Background: an optimization exercise with open tools, aiming at small area, a short achievable clock period and few clock cycles. Do not read the settings as production practice.
The RTL was checked by simulation tests, not by an equivalence proof against the original design.

**flow/config.mk**
```make
export PLATFORM = sky130hd
export DESIGN_NAME = fm_demod
export DESIGN_NICKNAME = fm_demod
export VERILOG_FILES = /design/flow/design.v
export SDC_FILE = /design/flow/constraint.sdc
export NUM_CORES = 4
export LEC_CHECK = 0
export CAP_MARGIN = 20
export CORE_MARGIN = 2
export CORE_UTILIZATION = 40
export CTS_CLUSTER_DIAMETER = 100
export CTS_CLUSTER_SIZE = 20
export SLEW_MARGIN = 20
```
**flow/constraint.sdc**
```tcl
create_clock -name core_clock -period 12.0 [get_ports {clk}]
set_input_delay 2.4000 -clock core_clock [delete_from_list [all_inputs] [get_ports {clk}]]
set_output_delay 2.4000 -clock core_clock [all_outputs]
set_load 0.01 [all_outputs]
```
**flow/design.v**
```verilog
module fm_demod (
    input  wire        clk,
    input  wire        rst,
    input  wire        cfg_valid,
    output wire        cfg_ready,
    input  wire [15:0] cfg_d,
    input  wire [15:0] cfg_alpha,
    input  wire        in_valid,
    output wire        in_ready,
    input  wire [7:0]  in_i,
    input  wire [7:0]  in_q,
    output reg         out_valid,
    output reg  [15:0] out_pcm
);
    localparam [15:0] REGMASK = 16'b0111111111111110;
    localparam integer NSTG = 14;       
    localparam integer DCYC = 8;        
    localparam integer FB   = 2;        
    localparam integer FCYC = 9;        
    localparam integer WGAP = (DCYC + 1 > FCYC + 1) ? DCYC + 1 : FCYC + 1;
    localparam integer PIPE = 5 + NSTG;             
    localparam integer BUSY = PIPE + 3;    
    localparam integer BCW  = (BUSY < 32) ? 5 : (BUSY < 64) ? 6 : 7;
    reg [15:0] alpha_c;     
    reg [15:0] dv;          
    reg [17:0] d3;          
    reg [15:0] rc;          
    reg [3:0]  gap;         
    reg        in_rdy, cfg_rdy, cfg1, cfg2;
    reg [BCW-1:0] bc;          
    assign in_ready  = in_rdy;
    assign cfg_ready = cfg_rdy;
    wire acc_in  = in_valid & in_rdy;
    wire acc_cfg = cfg_valid & cfg_rdy;
    wire        last_now  = (rc == 16'd1);
    wire [15:0] dv_fix    = (dv == 16'd0) ? 16'd1 : dv;
    wire [3:0]  gap_inc   = (gap == 4'd15) ? 4'd15 : gap + 4'd1;
    wire nl_acc  = last_now ? (dv == 16'd1) : (rc == 16'd2);
    wire rdy_idle = !last_now || (gap_inc >= WGAP);
    wire rdy_acc2 = last_now ? (!nl_acc || (1 >= WGAP))
                             : (!nl_acc || (gap_inc >= WGAP));
    wire rdy_cfg1 = (dv_fix != 16'd1) || (gap_inc >= WGAP);
    wire [BCW-1:0] bc_dec = (bc == 0) ? bc : bc - 1'b1;
    always @(posedge clk) begin
        if (rst) begin
            alpha_c <= 16'hffff;
            dv      <= 16'd1;
            d3      <= 18'd3;
            rc      <= 16'd1;
            gap     <= 4'd15;
            in_rdy  <= 1'b0;
            cfg_rdy <= 1'b0;
            cfg1    <= 1'b0;
            cfg2    <= 1'b0;
            bc      <= 0;
        end else begin
            cfg1 <= acc_cfg;
            cfg2 <= cfg1;
            if (cfg2)
                d3 <= {2'b0, dv} + {1'b0, dv, 1'b0};
            if (acc_cfg) begin
                dv      <= cfg_d;
                alpha_c <= cfg_alpha;
            end else if (cfg1) begin
                dv  <= dv_fix;
                rc  <= dv_fix;
            end else if (acc_in) begin
                rc  <= last_now ? dv : rc - 16'd1;
            end
            if (acc_in && last_now)
                gap <= 4'd1;
            else
                gap <= gap_inc;
            if (acc_in && last_now)
                bc <= BUSY;
            else
                bc <= bc_dec;
            if (acc_cfg)
                in_rdy <= 1'b0;
            else if (cfg1)
                in_rdy <= rdy_cfg1;
            else if (acc_in)
                in_rdy <= rdy_acc2;
            else
                in_rdy <= rdy_idle;
            cfg_rdy <= (acc_in && last_now) ? 1'b0 : (bc_dec == 0) && !acc_cfg;
        end
    end
    reg [7:0] r1_i, r1_q;
    reg       v1, l1;
    reg [19:0] pc_e, pd_e;
    always @(posedge clk) begin
        r1_i <= in_i;
        r1_q <= in_q;
        l1   <= acc_in ? last_now : acc_cfg;
        if (rst) v1 <= 1'b0;
        else     v1 <= acc_in;
    end
    wire signed [8:0] a1 = {~r1_i[7], r1_i[6:0], 1'b1};
    wire signed [8:0] b1 = {~r1_q[7], r1_q[6:0], 1'b1};
    reg        rst1;
    always @(posedge clk) rst1 <= rst;
    wire       prst = rst1 | cfg1;
    wire [8:0] nc = prst ? 9'd255 : a1;
    wire [8:0] nd = prst ? 9'd0   : b1;
    wire [19:0] nc_e, nd_e;
    fm_booth9 enc_c (.y(nc), .e(nc_e));
    fm_booth9 enc_d (.y(nd), .e(nd_e));
    always @(posedge clk) begin
        if (prst || v1) begin
            pc_e  <= nc_e;
            pd_e  <= nd_e;
        end
    end
    wire [8:0] na1 = {r1_i[7], ~r1_i[6:0], 1'b1};    
    wire [8:0] nb1 = {r1_q[7], ~r1_q[6:0], 1'b1};    
    wire [17:0] re_s1, re_c1, im_s1, im_c1;
    wire [9:0]  re_t1, im_t1;
    fm_mul2cs mre (.x0(a1), .x0n(na1), .e0(pc_e), .x1(b1),  .x1n(nb1), .e1(pd_e),
                   .s(re_s1), .c(re_c1), .t(re_t1));
    fm_mul2cs mim (.x0(b1), .x0n(nb1), .e0(pc_e), .x1(na1), .x1n(a1),  .e1(pd_e),
                   .s(im_s1), .c(im_c1), .t(im_t1));
    reg [17:0] re_s, re_c, im_s, im_c;
    reg [9:0]  re_t, im_t;
    reg v2p, l2p;
    always @(posedge clk) begin
        re_t <= re_t1;
        im_t <= im_t1;
        re_s <= re_s1;
        re_c <= re_c1;
        im_s <= im_s1;
        im_c <= im_c1;
        l2p <= l1;
        if (rst) v2p <= 1'b0;
        else     v2p <= v1;
    end
    reg signed [17:0] re2, im2;
    reg v2, l2;
    always @(posedge clk) begin
        re2 <= re_s + re_c + {re_t, 8'd0};
        im2 <= im_s + im_c + {im_t, 8'd0};
        l2  <= l2p;
        if (rst) v2 <= 1'b0;
        else     v2 <= v2p;
    end
    wire sr2 = re2[17];
    wire si2 = im2[17];
    wire [17:0] x1c = (re2 ^ {18{sr2}}) + (im2 ^ {18{si2}}) + {17'd0, sr2} + {17'd0, si2};
    wire [17:0] y1c = (re2 ^ {18{~si2}}) + (im2 ^ {18{sr2}}) + {17'd0, ~si2} + {17'd0, sr2};
    reg [17:0] x3;
    reg [17:0] y3;
    reg sr3, si3, ax3, v3, l3;
    always @(posedge clk) begin
        x3  <= x1c;
        y3  <= y1c;
        sr3 <= sr2;
        si3 <= si2;
        ax3 <= (im2 == 18'sd0);
        l3  <= l2;
        if (rst) v3 <= 1'b0;
        else     v3 <= v2;
    end
    function integer WY;
        input integer i;
        begin
            if (i <= 1)       WY = 23;
            else if (i >= 14) WY = 10;
            else              WY = 24 - i;
        end
    endfunction
    wire [22*17-1:0] xs;
    wire [23*17-1:0] ys;
    wire [16*17-1:0] bs;      
    wire [6*17-1:0]  fl;      
    assign xs[22*1 +: 22] = {x3, 4'b0};
    assign ys[23*1 +: 23] = {y3[17], y3, 4'b0};
    assign bs[16*1 +: 16] = 16'd0;
    assign fl[6*1 +: 6]   = {sr3, si3, ax3, v3, 1'b0, l3};    
    genvar gi;
    generate
        for (gi = 1; gi <= 15; gi = gi + 1) begin : it
            localparam integer W  = WY(gi);
            localparam integer WN = WY(gi + 1);
            wire [21:0]         xi = xs[22*gi +: 22];
            wire [22:0]         yslot = ys[23*gi +: 23];
            wire signed [W-1:0] yi = yslot[W-1:0];
            wire                pos = ~yi[W-1];
            wire signed [21:0]  ysh = yi >>> gi;           
            wire [22:0]         xsh = {1'b0, xi} >> gi;
            wire [21:0]         xn  = pos ? xi + ysh : xi - ysh;
            wire [WN-1:0]       yn  = pos ? yi[WN-1:0] - xsh[WN-1:0]
                                          : yi[WN-1:0] + xsh[WN-1:0];
            wire [15:0]         bn  = bs[16*gi +: 16] | ({15'd0, pos} << gi);
            wire [22:0]         yne = {{(23-WN){yn[WN-1]}}, yn};
            if (REGMASK[gi]) begin : r
                reg [21:0] xr;
                reg [22:0] yr;
                reg [15:0] br;
                reg [5:0]  fr;
                always @(posedge clk) begin
                    xr <= xn;
                    yr <= yne;
                    br <= bn;
                    fr <= fl[6*gi +: 6];
                    if (rst) fr[2] <= 1'b0;
                end
                assign xs[22*(gi+1) +: 22] = xr;
                assign ys[23*(gi+1) +: 23] = yr;
                assign bs[16*(gi+1) +: 16] = br;
                assign fl[6*(gi+1) +: 6]   = fr;
            end else begin : c
                assign xs[22*(gi+1) +: 22] = xn;
                assign ys[23*(gi+1) +: 23] = yne;
                assign bs[16*(gi+1) +: 16] = bn;
                assign fl[6*(gi+1) +: 6]   = fl[6*gi +: 6];
            end
        end
    endgenerate
    wire [15:0] bz = bs[16*16 +: 16];
    wire [5:0]  flz = fl[6*16 +: 6];
    wire        srz = flz[5], siz = flz[4], axz = flz[3];
    function [18:0] ztab;
        input [6:0] k;    
        case (k)
            7'd0: ztab = 19'h7d3dd;
            7'd1: ztab = 19'h7e3db;
            7'd2: ztab = 19'h7f3d3;
            7'd3: ztab = 19'h003d1;
            7'd4: ztab = 19'h01389;
            7'd5: ztab = 19'h02387;
            7'd6: ztab = 19'h0337f;
            7'd7: ztab = 19'h0437d;
            7'd8: ztab = 19'h0514b;
            7'd9: ztab = 19'h06149;
            7'd10: ztab = 19'h07141;
            7'd11: ztab = 19'h0813f;
            7'd12: ztab = 19'h090f7;
            7'd13: ztab = 19'h0a0f5;
            7'd14: ztab = 19'h0b0ed;
            7'd15: ztab = 19'h0c0eb;
            7'd16: ztab = 19'h0c141;
            7'd17: ztab = 19'h0d13f;
            7'd18: ztab = 19'h0e137;
            7'd19: ztab = 19'h0f135;
            7'd20: ztab = 19'h100ed;
            7'd21: ztab = 19'h110eb;
            7'd22: ztab = 19'h120e3;
            7'd23: ztab = 19'h130e1;
            7'd24: ztab = 19'h13eaf;
            7'd25: ztab = 19'h14ead;
            7'd26: ztab = 19'h15ea5;
            7'd27: ztab = 19'h16ea3;
            7'd28: ztab = 19'h17e5b;
            7'd29: ztab = 19'h18e59;
            7'd30: ztab = 19'h19e51;
            7'd31: ztab = 19'h1ae4f;
            7'd32: ztab = 19'h641bd;
            7'd33: ztab = 19'h651bb;
            7'd34: ztab = 19'h661b3;
            7'd35: ztab = 19'h671b1;
            7'd36: ztab = 19'h68169;
            7'd37: ztab = 19'h69167;
            7'd38: ztab = 19'h6a15f;
            7'd39: ztab = 19'h6b15d;
            7'd40: ztab = 19'h6bf2b;
            7'd41: ztab = 19'h6cf29;
            7'd42: ztab = 19'h6df21;
            7'd43: ztab = 19'h6ef1f;
            7'd44: ztab = 19'h6fed7;
            7'd45: ztab = 19'h70ed5;
            7'd46: ztab = 19'h71ecd;
            7'd47: ztab = 19'h72ecb;
            7'd48: ztab = 19'h72f21;
            7'd49: ztab = 19'h73f1f;
            7'd50: ztab = 19'h74f17;
            7'd51: ztab = 19'h75f15;
            7'd52: ztab = 19'h76ecd;
            7'd53: ztab = 19'h77ecb;
            7'd54: ztab = 19'h78ec3;
            7'd55: ztab = 19'h79ec1;
            7'd56: ztab = 19'h7ac8f;
            7'd57: ztab = 19'h7bc8d;
            7'd58: ztab = 19'h7cc85;
            7'd59: ztab = 19'h7dc83;
            7'd60: ztab = 19'h7ec3b;
            7'd61: ztab = 19'h7fc39;
            7'd62: ztab = 19'h00c31;
            7'd63: ztab = 19'h01c2f;
            7'd64: ztab = 19'h165fd;
            7'd65: ztab = 19'h175fb;
            7'd66: ztab = 19'h185f3;
            7'd67: ztab = 19'h195f1;
            7'd68: ztab = 19'h1a5a9;
            7'd69: ztab = 19'h1b5a7;
            7'd70: ztab = 19'h1c59f;
            7'd71: ztab = 19'h1d59d;
            7'd72: ztab = 19'h1e36b;
            7'd73: ztab = 19'h1f369;
            7'd74: ztab = 19'h20361;
            7'd75: ztab = 19'h2135f;
            7'd76: ztab = 19'h22317;
            7'd77: ztab = 19'h23315;
            7'd78: ztab = 19'h2430d;
            7'd79: ztab = 19'h2530b;
            7'd80: ztab = 19'h25361;
            7'd81: ztab = 19'h2635f;
            7'd82: ztab = 19'h27357;
            7'd83: ztab = 19'h28355;
            7'd84: ztab = 19'h2930d;
            7'd85: ztab = 19'h2a30b;
            7'd86: ztab = 19'h2b303;
            7'd87: ztab = 19'h2c301;
            7'd88: ztab = 19'h2d0cf;
            7'd89: ztab = 19'h2e0cd;
            7'd90: ztab = 19'h2f0c5;
            7'd91: ztab = 19'h300c3;
            7'd92: ztab = 19'h3107b;
            7'd93: ztab = 19'h32079;
            7'd94: ztab = 19'h33071;
            7'd95: ztab = 19'h3406f;
            7'd96: ztab = 19'h4af9d;
            7'd97: ztab = 19'h4bf9b;
            7'd98: ztab = 19'h4cf93;
            7'd99: ztab = 19'h4df91;
            7'd100: ztab = 19'h4ef49;
            7'd101: ztab = 19'h4ff47;
            7'd102: ztab = 19'h50f3f;
            7'd103: ztab = 19'h51f3d;
            7'd104: ztab = 19'h52d0b;
            7'd105: ztab = 19'h53d09;
            7'd106: ztab = 19'h54d01;
            7'd107: ztab = 19'h55cff;
            7'd108: ztab = 19'h56cb7;
            7'd109: ztab = 19'h57cb5;
            7'd110: ztab = 19'h58cad;
            7'd111: ztab = 19'h59cab;
            7'd112: ztab = 19'h59d01;
            7'd113: ztab = 19'h5acff;
            7'd114: ztab = 19'h5bcf7;
            7'd115: ztab = 19'h5ccf5;
            7'd116: ztab = 19'h5dcad;
            7'd117: ztab = 19'h5ecab;
            7'd118: ztab = 19'h5fca3;
            7'd119: ztab = 19'h60ca1;
            7'd120: ztab = 19'h61a6f;
            7'd121: ztab = 19'h62a6d;
            7'd122: ztab = 19'h63a65;
            7'd123: ztab = 19'h64a63;
            7'd124: ztab = 19'h65a1b;
            7'd125: ztab = 19'h66a19;
            7'd126: ztab = 19'h67a11;
            7'd127: ztab = 19'h68a0f;
            default: ztab = 19'h0;
        endcase
    endfunction
    wire [18:0] p1 = ztab({srz, siz, bz[1], bz[2], bz[3], bz[4], bz[5]});
    wire [18:0] fz = {7'd0, bz[6], bz[7], bz[8], bz[9], bz[10], bz[11], bz[12],
                      bz[13], bz[14], bz[15], 2'b00};
    wire [18:0] zz = p1 + fz;
    wire signed [15:0] phic = axz ? (srz ? 16'sd25736 : 16'sd0) : zz[18:3];
    reg signed [15:0] phi;
    reg vp, lp;
    always @(posedge clk) begin
        phi <= phic;
        lp  <= flz[0];
        if (rst) vp <= 1'b0;
        else     vp <= flz[2];
    end
    reg signed [31:0] sum;
    reg               dstart;
    reg               nf;         
    always @(posedge clk) begin
        if (vp)
            sum <= nf ? {{16{phi[15]}}, phi} : sum + {{16{phi[15]}}, phi};
        if (rst)
            nf <= 1'b1;
        else if (vp | lp)
            nf <= lp;
        if (rst) dstart <= 1'b0;
        else     dstart <= vp & lp;
    end
    localparam integer NQ = 2 * DCYC;
    wire [31:0] mag = sum[31] ? -sum : sum;
    reg  [15:0] drem;
    reg  [NQ-1:0] dquo;
    reg         dneg;
    reg  [3:0]  dcnt;
    reg         ddone;
    wire [17:0] r4 = {drem, dquo[NQ-1:NQ-2]};
    reg  [15:0] ddv;
    reg  [17:0] dd3;
    reg  [15:0] dal;
    reg         dnew, ypend;
    wire [18:0] t1 = {1'b0, r4} - {3'b0, ddv};
    wire [18:0] t2 = {1'b0, r4} - {2'b0, ddv, 1'b0};
    wire [18:0] t3 = {1'b0, r4} - {1'b0, dd3};
    wire [15:0] nrem = !t3[18] ? t3[15:0] : !t2[18] ? t2[15:0] :
                       !t1[18] ? t1[15:0] : r4[15:0];
    wire [1:0]  qd   = !t3[18] ? 2'd3 : !t2[18] ? 2'd2 : !t1[18] ? 2'd1 : 2'd0;
    wire [NQ-1:0] nquo = {dquo[NQ-3:0], qd};
    always @(posedge clk) begin
        if (rst) begin
            dcnt  <= 4'd0;
            ddone <= 1'b0;
        end else begin
            ddone <= (dcnt == 4'd1);
            if (dstart) begin
                dcnt <= DCYC;
            end else if (dcnt != 4'd0) begin
                dcnt <= dcnt - 4'd1;
            end
        end
        if (rst)
            ypend <= 1'b0;
        else if (cfg1)
            ypend <= 1'b1;
        else if (dstart)
            ypend <= 1'b0;
        if (dstart) begin
            ddv  <= dv;
            dd3  <= d3;
            dal  <= alpha_c;
            dnew <= ypend;
            dneg <= sum[31];
        end
        if (dstart) begin
            drem <= mag[NQ+15:NQ];
            dquo <= mag[NQ-1:0];
        end else begin
            drem <= nrem;
            dquo <= nquo;
        end
    end
    reg signed [23:0] yprev;
    reg signed [25:0] facc;
    reg signed [24:0] fdiff;
    reg [15:0]        fco;
    reg [3:0]         fcnt;
    reg               fdone, ovld;
    wire signed [15:0] avg = dneg ? -$signed({1'b0, dquo[14:0]}) : $signed({1'b0, dquo[14:0]});
    reg                fnew;
    wire        yb0  = dnew;
    wire [26:0] ybse = yb0 ? 27'd0 : {{3{yprev[23]}}, yprev};
    wire [26:0] yadd = (fdone & !dnew) ? {facc[25], facc} : 27'd0;
    wire [26:0] diff27 = {{3{avg[15]}}, avg, 8'd0} - ybse - yadd;
    wire signed [24:0] diffc = diff27[24:0];
    reg  [26:0] ppr;
    wire [26:0] d27  = {{2{fdiff[24]}}, fdiff};
    wire [26:0] ppc  = (fco[0] ? d27 : 27'd0) + (fco[1] ? {d27[25:0], 1'b0} : 27'd0);
    wire [27:0] fsum = {{2{facc[25]}}, facc} + {ppr[26], ppr};
    always @(posedge clk) begin
        if (rst) begin
            fcnt  <= 4'd0;
            fdone <= 1'b0;
        end else begin
            fdone <= (fcnt == 4'd1);
            if (ddone)
                fcnt <= FCYC;
            else if (fcnt != 4'd0)
                fcnt <= fcnt - 4'd1;
        end
        if (ddone) begin
            fdiff <= diffc;
            fnew  <= dnew;
        end
        if (ddone)
            fco <= dal;
        else
            fco <= fco >> FB;
        if (fcnt == FCYC)
            facc <= {fdiff[24], fdiff};
        else
            facc <= fsum[27:2];
        ppr <= ppc;
    end
    reg  [25:0] w;
    wire [30:0] yr = {yprev, 7'd0} + ~{{5{w[25]}}, w} + 31'd1;
    wire [16:0] yq = yr[30:14];
    wire [15:0] pcm = (yq[16] != yq[15]) ? (yq[16] ? 16'h8000 : 16'h7fff) : yq[15:0];
    reg         ovld2;
    always @(posedge clk) begin
        if (rst)
            yprev <= 24'sd0;
        else if (fcnt == 4'd4 && fnew)
            yprev <= 24'sd0;       
        else if (fdone)
            yprev <= yprev + facc[23:0];
        if (rst) begin
            ovld      <= 1'b0;
            ovld2     <= 1'b0;
            out_valid <= 1'b0;
        end else begin
            ovld      <= fdone;
            ovld2     <= ovld;
            out_valid <= ovld2;
        end
        w       <= {{2{yprev[23]}}, yprev} + {yprev[23], yprev, 1'b0}
                   - (yprev[23] ? 26'd16383 : 26'd0);
        out_pcm <= pcm;
    end
endmodule
module fm_mul2cs (
    input  wire [8:0]  x0, x0n, x1, x1n,   
    input  wire [19:0] e0, e1,    
    output wire [17:0] s, c,
    output wire [9:0]  t
);
    wire [3:0] m0k0_e = e0[3:0];
    wire [9:0] m0k0_pp = ({10{m0k0_e[0]}} & {x0[8], x0}) | ({10{m0k0_e[1]}} & {x0, 1'b0}) |
                        ({10{m0k0_e[2]}} & {x0n[8], x0n}) | ({10{m0k0_e[3]}} & {x0n, 1'b0});
    wire [17:0] m0k0_row = {{8{m0k0_pp[9]}}, m0k0_pp};
    wire [3:0] m0k1_e = e0[7:4];
    wire [9:0] m0k1_pp = ({10{m0k1_e[0]}} & {x0[8], x0}) | ({10{m0k1_e[1]}} & {x0, 1'b0}) |
                        ({10{m0k1_e[2]}} & {x0n[8], x0n}) | ({10{m0k1_e[3]}} & {x0n, 1'b0});
    wire [17:0] m0k1_row = {{6{m0k1_pp[9]}}, m0k1_pp, 2'd0};
    wire [3:0] m0k2_e = e0[11:8];
    wire [9:0] m0k2_pp = ({10{m0k2_e[0]}} & {x0[8], x0}) | ({10{m0k2_e[1]}} & {x0, 1'b0}) |
                        ({10{m0k2_e[2]}} & {x0n[8], x0n}) | ({10{m0k2_e[3]}} & {x0n, 1'b0});
    wire [17:0] m0k2_row = {{4{m0k2_pp[9]}}, m0k2_pp, 4'd0};
    wire [3:0] m0k3_e = e0[15:12];
    wire [9:0] m0k3_pp = ({10{m0k3_e[0]}} & {x0[8], x0}) | ({10{m0k3_e[1]}} & {x0, 1'b0}) |
                        ({10{m0k3_e[2]}} & {x0n[8], x0n}) | ({10{m0k3_e[3]}} & {x0n, 1'b0});
    wire [17:0] m0k3_row = {{2{m0k3_pp[9]}}, m0k3_pp, 6'd0};
    wire [3:0] m0k4_e = e0[19:16];
    wire [9:0] m0k4_pp = ({10{m0k4_e[0]}} & {x0[8], x0}) | ({10{m0k4_e[1]}} & {x0, 1'b0}) |
                        ({10{m0k4_e[2]}} & {x0n[8], x0n}) | ({10{m0k4_e[3]}} & {x0n, 1'b0});
    wire [17:0] m0k4_row = {{0{m0k4_pp[9]}}, m0k4_pp, 8'd0};
    wire [3:0] m1k0_e = e1[3:0];
    wire [9:0] m1k0_pp = ({10{m1k0_e[0]}} & {x1[8], x1}) | ({10{m1k0_e[1]}} & {x1, 1'b0}) |
                        ({10{m1k0_e[2]}} & {x1n[8], x1n}) | ({10{m1k0_e[3]}} & {x1n, 1'b0});
    wire [17:0] m1k0_row = {{8{m1k0_pp[9]}}, m1k0_pp};
    wire [3:0] m1k1_e = e1[7:4];
    wire [9:0] m1k1_pp = ({10{m1k1_e[0]}} & {x1[8], x1}) | ({10{m1k1_e[1]}} & {x1, 1'b0}) |
                        ({10{m1k1_e[2]}} & {x1n[8], x1n}) | ({10{m1k1_e[3]}} & {x1n, 1'b0});
    wire [17:0] m1k1_row = {{6{m1k1_pp[9]}}, m1k1_pp, 2'd0};
    wire [3:0] m1k2_e = e1[11:8];
    wire [9:0] m1k2_pp = ({10{m1k2_e[0]}} & {x1[8], x1}) | ({10{m1k2_e[1]}} & {x1, 1'b0}) |
                        ({10{m1k2_e[2]}} & {x1n[8], x1n}) | ({10{m1k2_e[3]}} & {x1n, 1'b0});
    wire [17:0] m1k2_row = {{4{m1k2_pp[9]}}, m1k2_pp, 4'd0};
    wire [3:0] m1k3_e = e1[15:12];
    wire [9:0] m1k3_pp = ({10{m1k3_e[0]}} & {x1[8], x1}) | ({10{m1k3_e[1]}} & {x1, 1'b0}) |
                        ({10{m1k3_e[2]}} & {x1n[8], x1n}) | ({10{m1k3_e[3]}} & {x1n, 1'b0});
    wire [17:0] m1k3_row = {{2{m1k3_pp[9]}}, m1k3_pp, 6'd0};
    wire [3:0] m1k4_e = e1[19:16];
    wire [9:0] m1k4_pp = ({10{m1k4_e[0]}} & {x1[8], x1}) | ({10{m1k4_e[1]}} & {x1, 1'b0}) |
                        ({10{m1k4_e[2]}} & {x1n[8], x1n}) | ({10{m1k4_e[3]}} & {x1n, 1'b0});
    assign t = m1k4_pp;
    wire [17:0] cs0s = m0k0_row ^ m0k1_row ^ m0k2_row;
    wire [17:0] cs0c = ((m0k0_row & m0k1_row) | (m0k0_row & m0k2_row) | (m0k1_row & m0k2_row)) << 1;
    wire [17:0] cs1s = m0k3_row ^ m0k4_row ^ m1k0_row;
    wire [17:0] cs1c = ((m0k3_row & m0k4_row) | (m0k3_row & m1k0_row) | (m0k4_row & m1k0_row)) << 1;
    wire [17:0] cs2s = m1k1_row ^ m1k2_row ^ m1k3_row;
    wire [17:0] cs2c = ((m1k1_row & m1k2_row) | (m1k1_row & m1k3_row) | (m1k2_row & m1k3_row)) << 1;
    wire [17:0] cs3s = cs0s ^ cs0c ^ cs1s;
    wire [17:0] cs3c = ((cs0s & cs0c) | (cs0s & cs1s) | (cs0c & cs1s)) << 1;
    wire [17:0] cs4s = cs1c ^ cs2s ^ cs2c;
    wire [17:0] cs4c = ((cs1c & cs2s) | (cs1c & cs2c) | (cs2s & cs2c)) << 1;
    wire [17:0] cs5s = cs3s ^ cs3c ^ cs4s;
    wire [17:0] cs5c = ((cs3s & cs3c) | (cs3s & cs4s) | (cs3c & cs4s)) << 1;
    wire [17:0] cs6s = cs5s ^ cs5c ^ cs4c;
    wire [17:0] cs6c = ((cs5s & cs5c) | (cs5s & cs4c) | (cs5c & cs4c)) << 1;
    assign s = cs6s;
    assign c = cs6c;
endmodule
module fm_booth9 (
    input  wire [8:0]  y,
    output wire [19:0] e
);
    wire [9:0] ye = {y[8], y, 1'b0};
    wire k0b2 = ye[2], k0b1 = ye[1], k0b0 = ye[0];
    wire k0one = k0b1 ^ k0b0;
    wire k0two = (k0b2 & ~k0b1 & ~k0b0) | (~k0b2 & k0b1 & k0b0);
    assign e[3:0] = {k0two & k0b2, k0one & k0b2, k0two & ~k0b2, k0one & ~k0b2};
    wire k1b2 = ye[4], k1b1 = ye[3], k1b0 = ye[2];
    wire k1one = k1b1 ^ k1b0;
    wire k1two = (k1b2 & ~k1b1 & ~k1b0) | (~k1b2 & k1b1 & k1b0);
    assign e[7:4] = {k1two & k1b2, k1one & k1b2, k1two & ~k1b2, k1one & ~k1b2};
    wire k2b2 = ye[6], k2b1 = ye[5], k2b0 = ye[4];
    wire k2one = k2b1 ^ k2b0;
    wire k2two = (k2b2 & ~k2b1 & ~k2b0) | (~k2b2 & k2b1 & k2b0);
    assign e[11:8] = {k2two & k2b2, k2one & k2b2, k2two & ~k2b2, k2one & ~k2b2};
    wire k3b2 = ye[8], k3b1 = ye[7], k3b0 = ye[6];
    wire k3one = k3b1 ^ k3b0;
    wire k3two = (k3b2 & ~k3b1 & ~k3b0) | (~k3b2 & k3b1 & k3b0);
    assign e[15:12] = {k3two & k3b2, k3one & k3b2, k3two & ~k3b2, k3one & ~k3b2};
    wire k4b2 = ye[9], k4b1 = ye[9], k4b0 = ye[8];
    wire k4one = k4b1 ^ k4b0;
    wire k4two = (k4b2 & ~k4b1 & ~k4b0) | (~k4b2 & k4b1 & k4b0);
    assign e[19:16] = {k4two & k4b2, k4one & k4b2, k4two & ~k4b2, k4one & ~k4b2};
endmodule
```
**flow/flow/run.sh**
```bash
#!/bin/bash
# The standard layout (the standard.sh: standard synthesis, floorplan,
# placement, CTS, routing), with ORFS's repair_timing asked to keep 8 ns of
# setup slack at the 12 ns clock, so that it sizes and buffers the paths down
# towards a 4 ns period instead of stopping once the 12 ns clock is met.
set -euo pipefail
export SETUP_SLACK_MARGIN=8
bash standard.sh finish > standard_make.log 2>&1
test -s out/final.def
```
**flow/standard.sh**
```bash
#!/bin/bash
# synth_recipe.tcl (not shown) runs the flow's synth.tcl, then flattens the netlist and writes it again
# the make line also repeats each setting of config.mk as NAME=value (left out here)
make -C /OpenROAD-flow-scripts/flow DESIGN_CONFIG=/design/flow/config.mk WORK_HOME=/design/flow/orfs CLKGATE_MAP_FILE= SYNTH_SCRIPT=/design/flow/synth_recipe.tcl "${@:-finish}"
```
==> flow_summary.toml, run 1 <==
[run_status]
outcome = "no timing/DRC/antenna violations"

[sta]
finalSetupViolations = 0
setup_tns_ps = 0
layout_setup_ws_ps = 7923
tightest_slew_ps = 1027
slew_viol_final = 0
rsz0062_at_grt = "true"
relSlewSlack_pct = 31.43
skew_ps = 28.58
fin_crit_ps = 4077
max_freq_mhz = 245.3
min_period_over_period_pct = 33.98
hold_viol_final = 0

[routing]
via_per_inst = 5.241
drc_errors = 0
wl_um = 196000
drt_first_pass_iters = 6
ant_nets = 0
num_vias = 62686
wl_per_cell_um = 16.39
drt-initial-drc-count = 3372

[critical_path]
r2r_setup_slack_ps = 7920
required_ps = 12440
startpoint_type = "flip-flop"
worstSetupEndpoint = "fdiff[23]"
crit_fanout = 18
arrival_ps = 4520
rr_startpoint = "fdone"
r2r_cells = 18
critPathLaunch = "fdone"
path_class = "reg2reg"
r2r_end = "fdiff[23]"
crit_path_end_kind = "flip-flop"

[placed_design]
pre_cts_slack_ps = 7023
gp_congestion = 0.8792
port_buffers = 70
dpl.hpwl_um = 148200

[yosys]
netlist_instances = 9130
ys_top_cells_by_count = "dfxtp_1 (1,109), ha_1 (964), nor2_1 (862)"
syn_area_um2 = 83480
synth-seq-cells = 1253
avgSynthCellArea_um2 = 9.143
yosys_warnings = 1
synth_ff_type = "dfxtp_1"
synthTopCellsByArea = "dfxtp_1 (27%), ha_1 (14%), xnor2_1 (7.0%)"
synth.largest_area_cell = "dfxtp_1"
synth-edff-count = 144
synth_cell_types = 83
seq_area_frac_synth_pct = 31.78
synth_top_cell_area_share_pct = 26.60
ys_async_sr_fraction_pct = 0
yosysMostFrequentCell = "dfxtp_1"

[cells_and_area]
drive_gt1_share_pct = 6.171
final_core_util_pct = 43.76
nNetsFinal = 10400
n_antenna_cell = 0
syn_to_final_growth_pct = 8.647

[clock_network]
cts.sink_count = 1253
h-tree-depth = 3
clkTransAtPathRegs_ps = 90
clock_path_buffers = 3
insertion_delay_ps = 690
cts_root_buf = "clkbuf_16"
numCtsBuffers = 74
cts_tree = "yes"

[global_routing]
grt_pass1_vias = 61271
grt_first_pass_wirelength_um = 316400
antenna_found_initial = 0
grt_max_degree = 78
track_usage_pct = 17.90
overflow = 0

[floorplanning]
io_pins = 71
rows = 167
die_area_um2 = 212400
core_um2 = 207300
die_h_um = 460.8
die_w_um = 460.8
initial_core_util_pct = 40.27

[flow_run]
drv_cap = 0

[worst_hold_path]
min_path_cells = 0
worstHoldStart = "it[9].r.fr[0]"
worstHoldPathType = "reg2reg"
## per-stage QoR
stage / hold slack [ps] / cell area [µm²] / std cells
floorplan: 309.6 / 83500 / 9131
global placement: 309.7 / 87130 / 11787
CTS: 328.8 / 89630 / 11909
global route: 336.2 / 90700 / 11960
detailed placement: 312.1 / 87140 / 11787
finish: 319.9 / 90700 / 11960
## logic make-up after synthesis
group	synth area share, %
other	0.004492
adder cells (fa/ha/maj)	20.32
AO/OA/AOI/OAI	15.04
multiplexers	3.732
XOR/XNOR	10.73
flip-flops	31.78
buffers and inverters	4.216
AND/OR/NAND/NOR	14.18
## cells in the final DEF, fill, tap and decap left out, drive strengths merged, types with 144 or more instances in the layout
cell type	count
a211oi	164
a21o	159
a21oi	583
dfxtp	1109
edfxtp	144
fa	245
ha	964
inv	678
mux2i	156
nand2	453
nor2	862
nor2b	209
nor3	275
o21ai	349
xnor2	663
xor2	360
## worst min-delay path by stage
| stage | endpoint |
|---|---|
| 2_1_floorplan | im2[0] |
| 3_3_place_gp | it[10].r.br[8] |
| 3_5_place_dp | it[10].r.br[1] |
| 4_1_cts | it[10].r.fr[0] |
| 5_1_grt | it[9].r.br[5] |
| 6_report | it[10].r.fr[0] |
## final cells by class
class                   instances  area [µm²]
repair inverters                2       10.01
repair buffers                187        1719
flip-flops and latches       1253       26590
well taps                    2788        3488
clock inverters                10       130.1
clock buffers                  99        1967
inverters                     679        2567
fillers                     20141      116600
multi-input cells            6942       54230
## flip-flops by register name (all words and copies together) (netlist names), 17 cells and up
signal,cells
im2,18
sum,32
re2,17
mim.e1,18
ppr,27
dd3,18
yprev,24
w,26
it.r.yr,205
im_s,18
it.r.br,104
d3,18
x3,18
it.r.xr,268
facc,26
it.r.fr,70
fdiff,25
re_s,17
y3,18
## what timing repair did
item | 4_1_cts | 5_1_grt
cloned | 3 | 2
resized for setup | 89 | 155
endpoints found under the setup margin | 120 | 124
hold buffers | 0 | 0
pin swaps | 1 | 40
setup buffers | 10 | 48
## worst max-delay path, stage by stage, from the launching register on
cell	delay, ps
dfxtp_4	390
buf_12	160
nor2b_4	160
and2_1	160
ha_1	270
inv_1	40
ha_1	220
fa_1	400
a21o_1	190
a21oi_2	170
o21bai_1	90
a21oi_2	220
o21a_1	140
nor3_1	70
a21o_1	220
a31o_2	300
a2111oi_4	370
nor3_2	100
xor2_1	160
## layer usage
layer	track usage [%]	wire, µm
met5	0	0
met4	4.343	4515
met3	1.963	6237
met2	31.07	94280
met1	23.62	90940
Testbench counts, summed over its fixed seeds: cycles 40,825.
==> run 2, diff against run 1 <==
--- a/flow/design.v
+++ b/flow/design.v
@@ -438,11 +438,18 @@
     reg [3:0]         fcnt;
     reg               fdone, ovld;
     wire signed [15:0] avg = dneg ? -$signed({1'b0, dquo[14:0]}) : $signed({1'b0, dquo[14:0]});
+    reg signed [15:0] avgr;
+    reg               fld;
+    always @(posedge clk) begin
+        avgr <= avg;
+        if (rst) fld <= 1'b0;
+        else     fld <= ddone;
+    end
     reg                fnew;
     wire        yb0  = dnew;
     wire [26:0] ybse = yb0 ? 27'd0 : {{3{yprev[23]}}, yprev};
     wire [26:0] yadd = (fdone & !dnew) ? {facc[25], facc} : 27'd0;
-    wire [26:0] diff27 = {{3{avg[15]}}, avg, 8'd0} - ybse - yadd;
+    wire [26:0] diff27 = {{3{avgr[15]}}, avgr, 8'd0} - ybse - yadd;
     wire signed [24:0] diffc = diff27[24:0];
     reg  [26:0] ppr;
     wire [26:0] d27  = {{2{fdiff[24]}}, fdiff};
@@ -454,16 +461,16 @@
             fdone <= 1'b0;
         end else begin
             fdone <= (fcnt == 4'd1);
-            if (ddone)
+            if (fld)
                 fcnt <= FCYC;
             else if (fcnt != 4'd0)
                 fcnt <= fcnt - 4'd1;
         end
-        if (ddone) begin
+        if (fld) begin
             fdiff <= diffc;
             fnew  <= dnew;
         end
-        if (ddone)
+        if (fld)
             fco <= dal;
         else
             fco <= fco >> FB;
==> flow_summary.toml, run 2 <==
[yosys]
netlist_instances = 9154
yosys_warnings = 1
syn_area_um2 = 83700
seq_area_frac_synth_pct = 32.10
yosysMostFrequentCell = "dfxtp_1"
ys_async_sr_fraction_pct = 0
synth.largest_area_cell = "dfxtp_1"
synth_top_cell_area_share_pct = 26.93
avgSynthCellArea_um2 = 9.144
synth-seq-cells = 1270
ys_top_cells_by_count = "dfxtp_1 (1,126), ha_1 (972), nor2_1 (769)"
synth_cell_types = 79
synthTopCellsByArea = "dfxtp_1 (27%), ha_1 (15%), xnor2_1 (6.8%)"
synth_ff_type = "dfxtp_1"
synth-edff-count = 144

[global_routing]
overflow = 0
grt_first_pass_wirelength_um = 318000
track_usage_pct = 18.01
antenna_found_initial = 3
grt_pass1_vias = 62029
grt_max_degree = 90

[critical_path]
r2r_setup_slack_ps = 8090
startpoint_type = "flip-flop"
r2r_cells = 16
rr_startpoint = "dnew"
path_class = "reg2reg"
r2r_end = "fdiff[24]"
crit_path_end_kind = "flip-flop"
crit_fanout = 12
required_ps = 12490
arrival_ps = 4400

[clock_network]
cts_tree = "yes"
clkTransAtPathRegs_ps = 100
insertion_delay_ps = 730
h-tree-depth = 3
numCtsBuffers = 75
cts_root_buf = "clkbuf_16"
cts.sink_count = 1270
clock_path_buffers = 3

[cells_and_area]
syn_to_final_growth_pct = 8.410
nNetsFinal = 10423
reg_top3 = "it.r.xr: 268 flops, it.r.yr: 205 flops, it.r.br: 104 flops"
layout_common_cells = "dfxtp_1 (1,095), ha_1 (967), nor2_1 (767), inv_1 (716), xnor2_1 (650)"
layout_commonest_cell = "dfxtp_1"
top_register = "it.r.xr"
drive_gt1_share_pct = 6.039
n_fill_cell = 20003
largest_reg_flops = 268
n_antenna_cell = 0

[sta]
skew_ps = 31.92
max_freq_mhz = 256.0
relSlewSlack_pct = 28.59
fin_crit_ps = 3906
min_period_over_period_pct = 32.55
slew_viol_final = 0
setup_tns_ps = 0
tightest_slew_ps = 1067
hold_viol_final = 0
finalSetupViolations = 0
rsz0062_at_grt = "true"
layout_setup_ws_ps = 8094

[run_status]
outcome = "no timing/DRC/antenna violations"

[worst_hold_path]
hold_end = "it[4].r.fr[5]"
min_path_cells = 0
worstHoldStart = "it[3].r.fr[5]"
worstHoldPathType = "reg2reg"

[floorplanning]
rows = 167
die_w_um = 461.4
core_um2 = 207500
die_h_um = 461.4
die_area_um2 = 212900
initial_core_util_pct = 40.34
io_pins = 71

[routing]
ant_nets = 0
wl_per_cell_um = 16.49
wl_um = 197500
drt_first_pass_iters = 6
num_vias = 62972
drc_errors = 0
via_per_inst = 5.257
drt-initial-drc-count = 3867

[placed_design]
port_buffers = 70
gp_congestion = 0.8682
pre_cts_slack_ps = 6677
dpl.hpwl_um = 149000

[flow_run]
drv_cap = 0
-- run 2: how the worst max path moves through the flow --
stage,to,slack [ps],start
after detailed placement,yprev[0],6680,rst
after CTS,fdiff[24],7860,fdone
after global routing,fdiff[24],7820,dnew
after floorplan,phi[14],8000,it[14].r.br[1]
final,fdiff[24],8090,dnew
after global placement,yprev[0],6720,rst
-- run 2: cell families after synthesis --
group | count (synthesis) | synth area share [%]
AND/OR/NAND/NOR | 2376 | 13.53
AO/OA/AOI/OAI | 1978 | 15.03
flip-flops | 1270 | 32.10
adder cells (fa/ha/maj) | 1217 | 20.39
XOR/XNOR | 1042 | 10.90
buffers and inverters | 989 | 4.449
multiplexers | 281 | 3.597
other | 1 | 0.004480
-- run 2: area by class of cell --
type | instances | area, µm² | area share [%]
multi-input combinational | 6897 | 53750 | 59.24
sequential | 1270 | 26920 | 29.67
tap | 2788 | 3488 | 3.844
inverter | 726 | 2748 | 3.028
clock buffer | 99 | 1988 | 2.191
timing repair buffer | 184 | 1645 | 1.813
clock inverter | 14 | 196.4 | 0.2165
-- run 2: metal layers --
metal  up-vias  track usage (%)  part of all wire, %
met2      1112            31.47                   48
li1      31720                -                    -
met3       283            2.002                  3.7
met4         0            4.918                  2.6
met1     29857            23.37                   46
met5         -                0                    0
-- run 2: repair_timing --
action,in CTS,in global routing
buffers inserted,13,40
setup endpoints to repair,121,112
pin swaps,6,31
cloned,0,4
hold buffers,0,0
resized for setup,87,146
-- run 2: per-stage QoR --
stage / instance area, µm² / hold slack, ps / std cells / util, %
floorplan: 83720 / 309.6 / 9155 / -
global placement: 87340 / 309.8 / 11807 / 42.09
detailed placement: 87340 / 312.1 / 11807 / 42.09
CTS: 89850 / 321.0 / 11933 / 43.31
global route: 90740 / 323.7 / 11978 / 43.73
finish: 90740 / 319.4 / 11978 / 43.73
-- run 2: worst max-delay path, stage by stage, from the launching register on --
cell and delay, ps:
edfxtp_1 510, nor2_4 170, buf_6 160, nand2_1 70
ha_1 330, ha_1 300, a211oi_1 290, o21bai_1 160
a31oi_2 240, o21ai_1 150, nand4_1 160, a31oi_2 150
o221ai_2 220, o21ai_2 120, a311o_1 360, a21oi_1 190
xnor2_1 90
Testbench counts of run 2, summed over its fixed seeds: cycles 40,833.
==> run 3, diff against run 2 <==
--- a/flow/config.mk
+++ b/flow/config.mk
@@ -8,6 +8,6 @@
 export CAP_MARGIN = 20
 export CORE_MARGIN = 2
 export CORE_UTILIZATION = 40
-export CTS_CLUSTER_DIAMETER = 100
+export CTS_CLUSTER_DIAMETER = 150
 export CTS_CLUSTER_SIZE = 20
 export SLEW_MARGIN = 20
==> flow_summary.toml, run 3 <==
[global_routing]
grt_first_pass_wirelength_um = 317700
overflow = 0
grt_pass1_vias = 62072
grt_max_degree = 90
antenna_found_initial = 2
track_usage_pct = 17.99

[placed_design]
dpl.cell_count = 11807
gp_congestion = 0.8682
dpl.hpwl_um = 149000
port_buffers = 70

[cells_and_area]
multi_input_comb_area_um2 = 53790
nNetsFinal = 10421
ff_latch_area_um2 = 26930
top_register = "it.r.xr"
drive_gt1_share_pct = 5.987
layout_common_cells = "dfxtp_1 (1,094), ha_1 (967), nor2_1 (767), inv_1 (716), xnor2_1 (650)"
reg_top3 = "it.r.xr: 268 flops, it.r.yr: 205 flops, it.r.br: 104 flops"
largest_reg_flops = 268
n_fill_cell = 20021
syn_to_final_growth_pct = 8.344
finalNonFillerCells = 11975
layout_commonest_cell = "dfxtp_1"

[critical_path]
required_ps = 9600
cp_num_buf_inv = 1
crit_chain = "clkdlybuf4s50_1"
slowest_stage = "clkdlybuf4s50_1"
worstSetupEndpoint = "out_pcm[12]"
crit_path_end_kind = "primary output"
crit_fanout = 1
critPathLaunch = "out_pcm[12]"
startpoint_type = "flip-flop"
rr_startpoint = "dnew"
cp_top_family = "buffers and inverters"
r2r_setup_slack_ps = 8100
r2r_end = "fdiff[24]"
worstSetupPathDepth = 1
r2r_cells = 16
path_class = "reg2out"
arrival_ps = 1520
critical-path-max-stage-delay_ps = 520

[clock_network]
cts_tree = "yes"
numCtsBuffers = 73
clkTransAtPathRegs_ps = 80
cts_root_buf = "clkbuf_16"
clock_path_buffers = 3
cts.sink_count = 1270
insertion_delay_ps = 740
h-tree-depth = 3
cts_hold_buffers = 0

[worst_hold_path]
worstHoldPathType = "reg2reg"

[floorplanning]
core_um2 = 207500
die_area_um2 = 212900
die_w_um = 461.4
rows = 167
io_pins = 71
initial_core_util_pct = 40.34
die_h_um = 461.4

[sta]
skew_ps = 47.84
rsz0062_at_grt = "true"
hold_viol_final = 0
setup_tns_ps = 0
relSlewSlack_pct = 27.17
min_period_over_period_pct = 32.69
slew_viol_final = 0
tightest_slew_ps = 1088
max_freq_mhz = 254.9
fin_crit_ps = 3922
finalSetupViolations = 0

[routing]
ant_nets = 0
num_vias = 62887
via_per_inst = 5.252
wl_um = 197200
wl_per_cell_um = 16.47
drc_errors = 0
drt_first_pass_iters = 6
drt-initial-drc-count = 3770

[yosys]
synth.largest_area_cell = "dfxtp_1"
netlist_instances = 9154
synth-seq-cells = 1270
yosys_warnings = 1
avgSynthCellArea_um2 = 9.144
synth-edff-count = 144
syn_area_um2 = 83700
ys_top_cells_by_count = "dfxtp_1 (1,126), ha_1 (972), nor2_1 (769)"
seq_area_frac_synth_pct = 32.10
synthTopCellsByArea = "dfxtp_1 (27%), ha_1 (15%), xnor2_1 (6.8%)"
synth_cell_types = 79
synth_top_cell_area_share_pct = 26.93
synth_ff_type = "dfxtp_1"
yosysMostFrequentCell = "dfxtp_1"
ys_async_sr_fraction_pct = 0

[run_status]
outcome = "no timing/DRC/antenna violations"

[flow_run]
drv_cap = 0
-- run 3: cells by family (layout without fill, tap and decap cells) --
kind of cell	count (synthesis)	after routing	share of synthesized area [%]
buffers and inverters	989	1019	4.449
other	1	3	0.004480
XOR/XNOR	1042	1042	10.90
AND/OR/NAND/NOR	2376	2377	13.53
AO/OA/AOI/OAI	1978	1978	15.03
flip-flops	1270	1270	32.10
multiplexers	281	281	3.597
adder cells (fa/ha/maj)	1217	1217	20.39
-- run 3: routing by layer --
metal	track usage (%)	wire length, µm	part of all wire (%)
met2	31.32	94620	48
met1	23.37	90300	46
met3	2.035	7214	3.7
met5	0	0	0
met4	4.994	5037	2.6
-- run 3: timing repair --
item	CTS	global route
pin swaps	5	34
cloned	0	4
gates resized for setup	79	157
buffers inserted	13	40
endpoints found under the setup margin	112	115
hold endpoints to repair	0	0
-- run 3: worst min path at each step --
stage                              start        endpoint  cells past startpoint
after detailed placement   it[9].r.fr[5]  it[10].r.fr[5]                      0
final                     it[10].r.br[2]  it[11].r.br[2]                      0
after CTS                  it[7].r.br[2]   it[8].r.br[2]                      0
after global routing      it[10].r.br[2]  it[11].r.br[2]                      0
after global placement     it[4].r.fr[3]   it[5].r.fr[3]                      0
after floorplan                  im_s[0]          im2[0]                      0
-- run 3: per-stage QoR --
stage	util, %	area, µm²	worst slack (ps)	hold WS, ps
final	43.71	90680	8078	304.3
after CTS	43.25	89740	7863	297.9
after global placement	42.09	87340	6718	309.8
after global routing	43.70	90680	7860	305.9
after floorplan	-	83720	7997	309.6
after detailed placement	42.09	87340	6677	312.1
-- run 3: cell type report --
class	instances	share of cell area, %
Clock buffer	101	2.141
Antenna cell	1	0.002759
Tap cell	2788	3.847
Inverter	726	3.027
Clock inverter	8	0.1463
Timing Repair Buffer	184	1.832
Sequential cell	1270	29.69
Multi-Input combinational cell	6897	59.31
==> run 4, diff against run 3 <==
--- a/flow/design.v
+++ b/flow/design.v
@@ -12,8 +12,8 @@
     output reg         out_valid,
     output reg  [15:0] out_pcm
 );
-    localparam [15:0] REGMASK = 16'b0111111111111110;
-    localparam integer NSTG = 14;       
+    localparam [15:0] REGMASK = 16'b1111111111111110;
+    localparam integer NSTG = 15;       
     localparam integer DCYC = 8;        
     localparam integer FB   = 2;        
     localparam integer FCYC = 9;        
--- a/flow/config.mk
+++ b/flow/config.mk
@@ -8,6 +8,6 @@
 export CAP_MARGIN = 20
 export CORE_MARGIN = 2
 export CORE_UTILIZATION = 40
-export CTS_CLUSTER_DIAMETER = 150
+export CTS_CLUSTER_DIAMETER = 100
 export CTS_CLUSTER_SIZE = 20
 export SLEW_MARGIN = 20
==> flow_summary.toml, run 4 <==
[yosys]
ys_top_cells_by_count = "dfxtp_1 (1,157), ha_1 (971), nor2_1 (817)"
synth_top_cell_area_share_pct = 27.15
synth_cell_types = 87
avgSynthCellArea_um2 = 9.165
synth.largest_area_cell = "dfxtp_1"
ys_async_sr_fraction_pct = 0
synth-seq-cells = 1301
synthTopCellsByArea = "dfxtp_1 (27%), ha_1 (14%), xnor2_1 (6.9%)"
synth_ff_type = "dfxtp_1"
syn_area_um2 = 85320
seq_area_frac_synth_pct = 32.22
yosys_warnings = 1
netlist_instances = 9309
synth-edff-count = 144
yosysMostFrequentCell = "dfxtp_1"

[routing]
drc_errors = 0
drt-initial-drc-count = 3915
via_per_inst = 5.279
wl_um = 199300
num_vias = 64121
ant_nets = 0
wl_per_cell_um = 16.41
drt_first_pass_iters = 20

[run_status]
outcome = "no timing/DRC/antenna violations"

[placed_design]
gp_congestion = 0.8714
port_buffers = 70
pre_cts_slack_ps = 6961
dpl.hpwl_um = 151200

[worst_hold_path]
hold_end = "it[14].r.fr[3]"
worstHoldStart = "it[13].r.fr[3]"
min_path_cells = 0
worstHoldPathType = "reg2reg"

[cells_and_area]
layout_common_cells = "dfxtp_1 (1,128), ha_1 (967), nor2_1 (816), inv_1 (707), xnor2_1 (676)"
nNetsFinal = 10556
layout_commonest_cell = "dfxtp_1"
reg_top3 = "it.r.xr: 268 flops, it.r.yr: 205 flops, it.r.br: 114 flops"
largest_reg_flops = 268
syn_to_final_growth_pct = 7.959
drive_gt1_share_pct = 5.458
top_register = "it.r.xr"
final_core_util_pct = 43.43
n_fill_cell = 20509

[sta]
fin_crit_ps = 3878
min_period_over_period_pct = 32.32
hold_viol_final = 0
layout_setup_ws_ps = 8122
max_freq_mhz = 257.9
relSlewSlack_pct = 26.58
skew_ps = 29.66
slew_viol_final = 0
tightest_slew_ps = 1101
rsz0062_at_grt = "true"
finalSetupViolations = 0
setup_tns_ps = 0

[global_routing]
grt_max_degree = 68
overflow = 0
track_usage_pct = 17.86
grt_pass1_vias = 62657
grt_first_pass_wirelength_um = 322900
antenna_found_initial = 2

[floorplanning]
rows = 169
die_w_um = 465.8
core_um2 = 212100
io_pins = 71
die_h_um = 465.8
initial_core_util_pct = 40.23
die_area_um2 = 217000

[critical_path]
critical-path-max-stage-delay_ps = 440
critPathLaunch = "dnew"
crit_chain = "buf_12, nor2b_4, buf_6, clkbuf_16, nand2_1, ha_1, ha_1, a21o_1, a21oi_4, o21ai_2, a41oi_2, a31o_2, a21oi_2, a2111oi_4, o21ai_1, a21oi_1, xnor2_1"
crit_fanout = 5
startpoint_type = "flip-flop"
r2r_end = "fdiff[24]"
rr_startpoint = "dnew"
slowest_stage = "edfxtp_1"
r2r_setup_slack_ps = 8120
path_class = "reg2reg"
arrival_ps = 4350
r2r_cells = 17
crit_top_cell = "ha_1"
required_ps = 12470
crit_path_end_kind = "flip-flop"

[clock_network]
insertion_delay_ps = 720
clock_path_buffers = 3
numCtsBuffers = 76
h-tree-depth = 3
cts_tree = "yes"
cts_root_buf = "clkbuf_16"
cts.sink_count = 1301
clkTransAtPathRegs_ps = 100

[flow_run]
drv_cap = 0
==> run 4: cell count changes after synthesis, sizes merged, moves of 14 or more <==
cell | previous run | this run
nand3b | 15 | 33
nand2 | 504 | 466
mux2i | 141 | 159
nand2b | 70 | 93
nor2 | 769 | 818
a21oi | 656 | 684
and3 | 71 | 57
dfxtp | 1126 | 1157
xnor2 | 650 | 676
==> run 4: layout make-up <==
cell class | count | area, µm² | area share [%]
Sequential cell | 1301 | 27540 | 29.89
Antenna cell | 1 | 2.502 | 0.002717
Timing Repair Buffer | 158 | 1461 | 1.587
Multi-Input combinational cell | 7035 | 54680 | 59.37
Inverter | 714 | 2691 | 2.922
Clock buffer | 104 | 2049 | 2.225
Timing Repair inverter | 2 | 10.01 | 0.01087
Clock inverter | 11 | 143.9 | 0.1562
Tap cell | 2821 | 3530 | 3.832
==> run 4: logic make-up after synthesis <==
family | after synthesis | share of synthesized area (%)
DFF | 1301 | 32.22
AOI/OAI and AO/OA | 2009 | 15.02
and+or+nand+nor | 2446 | 13.79
adders and majority gates | 1217 | 20.00
other | 1 | 0.004395
buffers and inverters | 974 | 4.290
muxes | 304 | 3.832
xor gates and xnor gates | 1057 | 10.85
==> run 4: worst max-delay path by stage <==
stage,cells past startpoint,slack [ps],end
after global routing,14,7890,it[2].r.xr[20]
after floorplan,10,8030,re_s[15]
final,17,8120,fdiff[24]
after CTS,17,7910,fdiff[24]
after detailed placement,6,6960,rc[0]
after global placement,6,6850,rc[0]
==> run 4: timing repair <==
| item | 4_1_cts | 5_1_grt |
|---|---|---|
| hold buffers | 0 | 0 |
| setup buffers | 3 | 32 |
| pin swaps | 7 | 14 |
| gates resized for setup | 65 | 107 |
| setup endpoints to repair | 59 | 82 |
| cloned | 2 | 3 |
==> run 4: critical path, delay by kind of cell, from the launching register on <==
kind | cells | cell delay [ps]
AO/OA/AOI/OAI | 9 | 1790
XOR/XNOR | 1 | 80
adder cells (fa/ha/maj) | 2 | 630
buffers and inverters | 3 | 440
flip-flops | 1 | 440
AND/OR/NAND/NOR | 2 | 240
==> run 4: stage by stage <==
stage	hold WS (ps)	area, µm²	instances
2_1_floorplan	309.6	85330	9310
3_3_place_gp	309.7	88970	11990
3_5_place_dp	312.1	88980	11991
4_1_cts	304.2	91390	12111
5_1_grt	301.6	92110	12147
6_report	303.6	92110	12147
==> run 4: per-layer routing <==
layer	vias to the layer above	wire length [µm]	share of wire (%)	global-route usage, %
li1	32301	-	-	-
met1	30464	93710	47	24.10
met2	1109	93690	47	30.25
met3	247	7153	3.6	2.056
met4	0	4790	2.4	4.482
met5	-	0	0	0
Testbench counts of run 4, summed over its fixed seeds: cycles 40,888.
==> run 5, diff against run 4 <==
--- a/flow/design.v
+++ b/flow/design.v
@@ -12,8 +12,8 @@
     output reg         out_valid,
     output reg  [15:0] out_pcm
 );
-    localparam [15:0] REGMASK = 16'b1111111111111110;
-    localparam integer NSTG = 15;       
+    localparam [15:0] REGMASK = 16'b0111111111111110;
+    localparam integer NSTG = 14;       
     localparam integer DCYC = 8;        
     localparam integer FB   = 2;        
     localparam integer FCYC = 9;        
==> flow/flow/run.sh (replaced) <==
#!/bin/bash
# The standard layout (the standard.sh: standard synthesis, floorplan,
# placement, CTS, routing), with ORFS's repair_timing asked to keep 8.2 ns of
# setup slack at the 12 ns clock, so that it sizes and buffers the paths down
# towards a 3.8 ns period instead of stopping once the 12 ns clock is met.
set -euo pipefail
export SETUP_SLACK_MARGIN=8.2
bash standard.sh finish > standard_make.log 2>&1
test -s out/final.def
==> flow_summary.toml, run 5 <==
[run_status]
outcome = "no timing/DRC/antenna violations"

[clock_network]
insertion_delay_ps = 730
numCtsBuffers = 75
h-tree-depth = 3
clkTransAtPathRegs_ps = 90
clock_path_buffers = 3
cts_root_buf = "clkbuf_16"
cts_hold_buffers = 0
cts.sink_count = 1270
cts_tree = "yes"

[sta]
hold_viol_final = 0
relSlewSlack_pct = 27.75
tightest_slew_ps = 1084
fin_crit_ps = 3909
slew_viol_final = 0
setup_tns_ps = 0
finalHoldWorstSlack_ps = 318.4
skew_ps = 39.85
min_period_over_period_pct = 32.58
max_freq_mhz = 255.8
rsz0062_at_grt = "true"
finalSetupViolations = 0

[routing]
drt_first_pass_iters = 6
drt-initial-drc-count = 3613
ant_nets = 0
drc_errors = 0
wl_per_cell_um = 16.47
wl_um = 198700
via_per_inst = 5.262
num_vias = 63472

[cells_and_area]
top_register = "it.r.xr"
final_core_util_pct = 44.46
layout_commonest_cell = "dfxtp_1"
nNetsFinal = 10508
layout_common_cells = "dfxtp_1 (1,074), ha_1 (962), nor2_1 (763), inv_1 (711), xnor2_1 (649)"
drive_gt1_share_pct = 8.066
syn_to_final_growth_pct = 10.21
reg_top3 = "it.r.xr: 268 flops, it.r.yr: 205 flops, it.r.br: 104 flops"
n_fill_cell = 19830
largest_reg_flops = 268
final_area_um2 = 92240

[placed_design]
port_buffers = 70
place_area_um2 = 87350
gp_congestion = 0.8879
dpl.hpwl_um = 148200

[yosys]
ys_async_sr_fraction_pct = 0
synth_ff_type = "dfxtp_1"
synthTopCellsByArea = "dfxtp_1 (27%), ha_1 (15%), xnor2_1 (6.8%)"
avgSynthCellArea_um2 = 9.144
synth_top_cell_area_share_pct = 26.93
seq_area_frac_synth_pct = 32.10
synth-edff-count = 144
syn_area_um2 = 83700
synth_cell_types = 79
synth.largest_area_cell = "dfxtp_1"
ys_top_cells_by_count = "dfxtp_1 (1,126), ha_1 (972), nor2_1 (769)"
yosysMostFrequentCell = "dfxtp_1"
yosys_warnings = 1
synth-seq-cells = 1270
netlist_instances = 9154

[global_routing]
track_usage_pct = 18.08
grt_first_pass_wirelength_um = 318600
overflow = 0
grt_pass1_vias = 61856
grt_max_degree = 80
antenna_found_initial = 5

[floorplanning]
die_h_um = 461.4
core_um2 = 207500
rows = 167
die_w_um = 461.4
io_pins = 71
die_area_um2 = 212900
initial_core_util_pct = 40.34

[critical_path]
crit_chain = "inv_6, fa_1, inv_2, ha_4, fa_2, a21oi_2, nor2_2, a311oi_2, a211oi_2, o41ai_2, buf_4, a21oi_4, a311oi_2, o31ai_2, a21o_1, a21oi_2, xnor2_1"
cp_num_buf_inv = 3
crit_fanout = 4
required_ps = 12630
startpoint_type = "flip-flop"
path_class = "reg2reg"
critical-path-max-stage-delay_ps = 540
slowest_stage = "fa_1"
arrival_ps = 4540
cp_top_family = "compound AO/OA/AOI/OAI gates"
crit_path_end_kind = "flip-flop"

[worst_hold_path]
worstHoldPathType = "reg2reg"

[flow_run]
drv_cap = 0
[run 5: cell count changes after synthesis, sizes merged, moves of 14 or more]
cell | before | now
a21oi | 684 | 656
and3 | 57 | 71
dfxtp | 1157 | 1126
mux2i | 159 | 141
nand2 | 466 | 504
nand2b | 93 | 70
nand3b | 33 | 15
nor2 | 818 | 769
xnor2 | 676 | 650
[run 5: logic make-up (layout without fill, tap and decap cells)]
kind of cell	after synthesis	after routing	synth area share, %
other	1	3	0.004480
DFF	1270	1270	32.10
and+or+nand+nor	2376	2378	13.53
adders and majority gates	1217	1217	20.39
muxes	281	281	3.597
AOI/OAI and AO/OA	1978	1979	15.03
buffers and inverters	989	1104	4.449
xor gates and xnor gates	1042	1042	10.90
[run 5: layer usage]
layer	wire [µm]	part of all wire (%)	vias to the layer above	GRT usage, %
met5	12	0.0060	-	0
met4	5779	2.9	2	5.039
met3	7722	3.9	316	2.096
met2	95140	48	1201	31.40
met1	90030	45	30036	23.54
li1	-	-	31917	-
[run 5: cell type report]
type	instances	area, µm²	area share, %
Multi-Input combinational cell	6899	54400	58.97
Sequential cell	1270	26990	29.26
Tap cell	2788	3488	3.782
Inverter	726	2765	2.998
Timing Repair Buffer	265	2426	2.630
Clock buffer	100	1992	2.159
Clock inverter	11	170.2	0.1845
Timing Repair inverter	2	10.01	0.01085
Antenna cell	1	2.502	0.002713
[run 5: final timing paths]
path	startpoint	to	slack, ps	depth (start not counted)
setup / recovery	yprev[1]	w[23]	8090	17
setup reg to reg	yprev[1]	w[23]	8090	17
hold / removal	it[9].r.br[8]	it[10].r.br[8]	320	0
hold reg to reg	it[9].r.br[8]	it[10].r.br[8]	320	0
[run 5: stage by stage]
stage                     setup WS (ps)  cells
after global placement             7004  11804
after CTS                          8021  11957
after global routing               7902  12062
final                              8091  12062
after detailed placement           6933  11804
after floorplan                    8078   9155
[run 5: repair_timing]
item / 4_1_cts / 5_1_grt
endpoints found under the hold margin: 0 / 0
gates resized for setup: 175 / 240
gates cloned: 5 / 5
endpoints found under the setup margin: 220 / 174
setup buffers: 37 / 99
pin swaps: 14 / 79
Testbench counts of run 5, summed over its fixed seeds: cycles 40,833.

-- port drivers added, routing unchanged --
The flow's constraints put no driver on any port. The routed layouts listed below were extracted and timed again, unchanged, in two steps.
Step 1 assumes that a clkbuf_16 drives the clock port and a buf_2 every other input.
Step 2 also shifts input and output timing later by t, the mid clock arrival at the registers, as if the neighbouring blocks saw the same clock.
Slacks: ideal ports / drivers / drivers and shift; pairs: ideal ports / drivers.
| run | t (ns) | slack for setup (ns) | latest minus earliest clock arrival (ns) | slew at the worst register clock pin (ns) | worst slew at a driven data input, ns |
|---|---|---|---|---|---|
| run 1 | 0.762 | 7.923 / 7.923 / 7.598 | 0.039 / 0.039 | 0.10 / 0.10 | 0.04 |
| run 2 | 0.788 | 8.094 / 8.094 / 7.449 | 0.045 / 0.045 | 0.10 / 0.10 | 0.05 |
| run 3 | 0.784 | 8.078 / 8.002 / 7.421 | 0.056 / 0.057 | 0.11 / 0.11 | 0.05 |
| run 4 | 0.788 | 8.122 / 8.102 / 7.500 | 0.045 / 0.044 | 0.10 / 0.10 | 0.05 |
| run 5 | 0.782 | 8.091 / 8.091 / 7.685 | 0.044 / 0.043 | 0.10 / 0.10 | 0.04 |
After both steps every run listed still meets setup and hold. For run 3, which loses most, drivers alone change the setup slack by -0.076 ns; drivers and shift together by -0.657 ns.
